Background: an optimization exercise with open tools, aiming at small area. Do not read the settings as production practice.
Only simulation tests tie the RTL to the original design; equivalence was not proved.
Power figures rest on the tool's default switching activity, not on a simulated workload.

==> flow/design.v (excerpt) <==
module cfc (
    input  wire        clk,
    input  wire        rst,             
    input  wire        tx_we,
    input  wire [3:0]  tx_waddr,
    input  wire [15:0] tx_wdata,
    input  wire        start,
    input  wire [3:0]  start_cnt_m1,    
    input  wire [15:0] start_timeout,   
    input  wire        line_in,
    output reg         line_out,
    input  wire        abort_ok,
    input  wire [5:0]  rx_raddr,
    output wire [15:0] rx_rdata,
    output wire        busy,
    output reg         done,
    output reg  [1:0]  outcome,         
    output reg  [5:0]  rx_len,
    output wire        halted,
    output reg  [15:0] perrcnt
);
Size in the first run: about 1,300 cells after synthesis, roughly 96 I/O pins, ~21,000 sq um of cells after synthesis.
export LEC_CHECK = 0
export CAP_MARGIN = 20
export CORE_MARGIN = 2
export CORE_UTILIZATION = 60
export SLEW_MARGIN = 20
create_clock -name core_clock -period 10.0 [get_ports {clk}]
standard.sh (not shown) runs the stock make flow with config.mk's settings and CLKGATE_MAP_FILE= SYNTH_SCRIPT=/design/flow/synth_recipe.tcl, a recipe that flattens the netlist after the stock synthesis.
==> flow/flow/run.sh <==
#!/bin/bash
# Standard ORFS layout (the standard.sh, standard synthesis unchanged) with two changes:
# - ports are buffered with the smallest buffer, sky130_fd_sc_hd__buf_1;
# - clock tree built from clkbuf_8 in small clusters, without dummy loads.
set -euo pipefail
bash standard.sh finish \
  "BUFFER_PORTS_ARGS=-buffer_cell sky130_fd_sc_hd__buf_1" \
  "CTS_ARGS=-sink_clustering_enable -repair_clock_nets -buf_list sky130_fd_sc_hd__clkbuf_8 -sink_clustering_size 20 -sink_clustering_max_diameter 40 -dont_use_dummy_load" \
  > standard_flow.log 2>&1
The starting point finished with timing, DRC and antenna clean.
Rerun with:
--- a/flow/flow/run.sh
+++ b/flow/flow/run.sh
@@ -6,4 +6,4 @@
 bash standard.sh finish \
   "BUFFER_PORTS_ARGS=-buffer_cell sky130_fd_sc_hd__buf_1" \
-  "CTS_ARGS=-sink_clustering_enable -repair_clock_nets -buf_list sky130_fd_sc_hd__clkbuf_8 -sink_clustering_size 20 -sink_clustering_max_diameter 40 -dont_use_dummy_load" \
+  "CTS_ARGS=-sink_clustering_enable -repair_clock_nets -buf_list sky130_fd_sc_hd__clkbuf_8 -sink_clustering_size 18 -sink_clustering_max_diameter 60 -dont_use_dummy_load" \
   > standard_flow.log 2>&1
--- a/flow/config.mk
+++ b/flow/config.mk
@@ -8,4 +8,4 @@
 export CAP_MARGIN = 20
 export CORE_MARGIN = 2
-export CORE_UTILIZATION = 60
+export CORE_UTILIZATION = 40
 export SLEW_MARGIN = 20
The new run finished clean.
Non-clock buffer count drops by 2.
Total power drops by a few percent.
Via count drops slightly.
Clock skew climbs by 0.013 ns.
Routed wire length climbs slightly.
Setup slack gets worse by 0.047 ns.
Core utilization drops by 22 points.
Clock-buffer cell count drops by 23.
Synthesized area is unchanged.

---

cfc, a different RTL version from the one above (not shown whole).
Size: roughly 1200 cells after synthesis, roughly 560 flip-flops, about 96 I/O pins, about 23000 um^2 of cells after synthesis.
make LEC_CHECK=0 CAP_MARGIN=20 CORE_MARGIN=2 CORE_UTILIZATION=40 CTS_BUF_LIST=sky130_fd_sc_hd__clkbuf_8 CTS_CLUSTER_DIAMETER=60 CTS_CLUSTER_SIZE=18 SLEW_MARGIN=20 finish   # period 10.0 ns
run.sh (not shown) runs the stock make flow with config.mk's settings and CLKGATE_MAP_FILE= SYNTH_SCRIPT=/design/flow/synth_recipe.tcl, a recipe that flattens the netlist after the stock synthesis.
Stock flow here: none of the scripts above is used.
Rerun with:
==> flow/flow/run.sh (new file) <==
#!/bin/bash
# Standard ORFS layout (the standard.sh, standard synthesis unchanged) with two changes:
# - ports are buffered with the smallest buffer, sky130_fd_sc_hd__buf_1;
# - clock tree built from clkbuf_8 in small clusters, without dummy loads.
set -euo pipefail
bash standard.sh finish \
  "BUFFER_PORTS_ARGS=-buffer_cell sky130_fd_sc_hd__buf_1" \
  "CTS_ARGS=-sink_clustering_enable -repair_clock_nets -buf_list sky130_fd_sc_hd__clkbuf_8 -sink_clustering_size 18 -sink_clustering_max_diameter 60 -dont_use_dummy_load" \
  > standard_flow.log 2>&1
==> flow/standard.sh (new file) <==
#!/bin/bash
# synth_recipe.tcl (not shown) runs the flow's synth.tcl, then flattens the netlist and writes it again
# the make line also repeats each setting of config.mk as NAME=value (left out here)
make -C /OpenROAD-flow-scripts/flow DESIGN_CONFIG=/design/flow/config.mk WORK_HOME=/design/flow/orfs CLKGATE_MAP_FILE= SYNTH_SCRIPT=/design/flow/synth_recipe.tcl "${@:-finish}"
CTS_BUF_LIST = not set   (was sky130_fd_sc_hd__clkbuf_8)
CTS_CLUSTER_DIAMETER = not set   (was 60)
CTS_CLUSTER_SIZE = not set   (was 18)
removed: flow/run.sh
Outcome: The changed run completed without violations. Worst setup slack improves by 0.53 ns. Global-route usage decreases by 0.25 points. Die area does not change. Utilization decreases by 1.6 points. Non-clock buffer count stays the same.

---

## lane 1
cfc, a different RTL version from the one above (not shown whole).
For scale: roughly 1300 cells after synthesis, roughly 590 flip-flops, ~96 I/O pins.
Settings: LEC_CHECK=0, CAP_MARGIN=20, CORE_MARGIN=2, CORE_UTILIZATION=40, SLEW_MARGIN=20; clock period 10.0 ns.
standard.sh (not shown) runs the stock make flow with config.mk's settings and CLKGATE_MAP_FILE= SYNTH_SCRIPT=/design/flow/synth_recipe.tcl, a recipe that flattens the netlist after the stock synthesis.
==> flow/flow/run.sh <==
#!/bin/bash
# Standard ORFS layout (the standard.sh, standard synthesis unchanged) with two changes:
# - ports are buffered with the smallest buffer, sky130_fd_sc_hd__buf_1;
# - clock tree built from clkbuf_8 in small clusters, without dummy loads.
set -euo pipefail
bash standard.sh finish \
  "BUFFER_PORTS_ARGS=-buffer_cell sky130_fd_sc_hd__buf_1" \
  "CTS_ARGS=-sink_clustering_enable -repair_clock_nets -buf_list sky130_fd_sc_hd__clkbuf_4 -sink_clustering_size 10 -sink_clustering_max_diameter 40 -dont_use_dummy_load" \
  > standard_flow.log 2>&1
## Diff of input files: lane 4 against lane 1
-- flow/flow/run.sh --
<<< lane 1, line 8
  "CTS_ARGS=-sink_clustering_enable -repair_clock_nets -buf_list sky130_fd_sc_hd__clkbuf_4 -sink_clustering_size 10 -sink_clustering_max_diameter 40 -dont_use_dummy_load" \
>>> lane 4, line 8
  "CTS_ARGS=-sink_clustering_enable -repair_clock_nets -buf_list sky130_fd_sc_hd__clkbuf_8 -sink_clustering_size 20 -sink_clustering_max_diameter 60 -dont_use_dummy_load" \
--- outcome ---
- Compared with lane 1, in lane 4 met1 track demand over resource level, area added between synthesis and finish moved down.
- The higher wire length on met3 of lane 1 and lane 4 is in lane 1.

[re-timing with driven ports]
No port has a modelled driver above. Below, the same layouts with a new extraction and two added sets of constraints. Step 1 assumes that a clkbuf_16 drives the clock port and a buf_2 every other input. Step 2, shift: input delay + t, output delay - t, t = (earliest + latest rising clock arrival at the registers) / 2. This alone moves slack from input paths to output paths. Slacks: ideal ports / drivers / drivers and shift; pairs: ideal ports / drivers.
run	t (ns)	setup slack, ns	hold slack, ns	worst slew at a driven data input, ns
the first run of note 1	0.629	2.501 / 2.473 / 2.473	0.316 / 0.316 / 0.316	0.06
the second run of note 1	0.661	2.454 / 2.426 / 2.426	0.316 / 0.316 / 0.316	0.06
the first run of note 2	0.689	1.916 / 1.895 / 1.895	0.430 / 0.430 / 0.430	0.05
the second run of note 2	0.654	2.450 / 2.430 / 2.430	0.399 / 0.399 / 0.399	0.06
lane 1	0.821	2.472 / 2.435 / 2.435	0.292 / 0.292 / 0.292	0.05
lane 4	0.651	2.447 / 2.410 / 2.410	0.296 / 0.296 / 0.296	0.05
After both steps setup and hold are still met in every run listed.
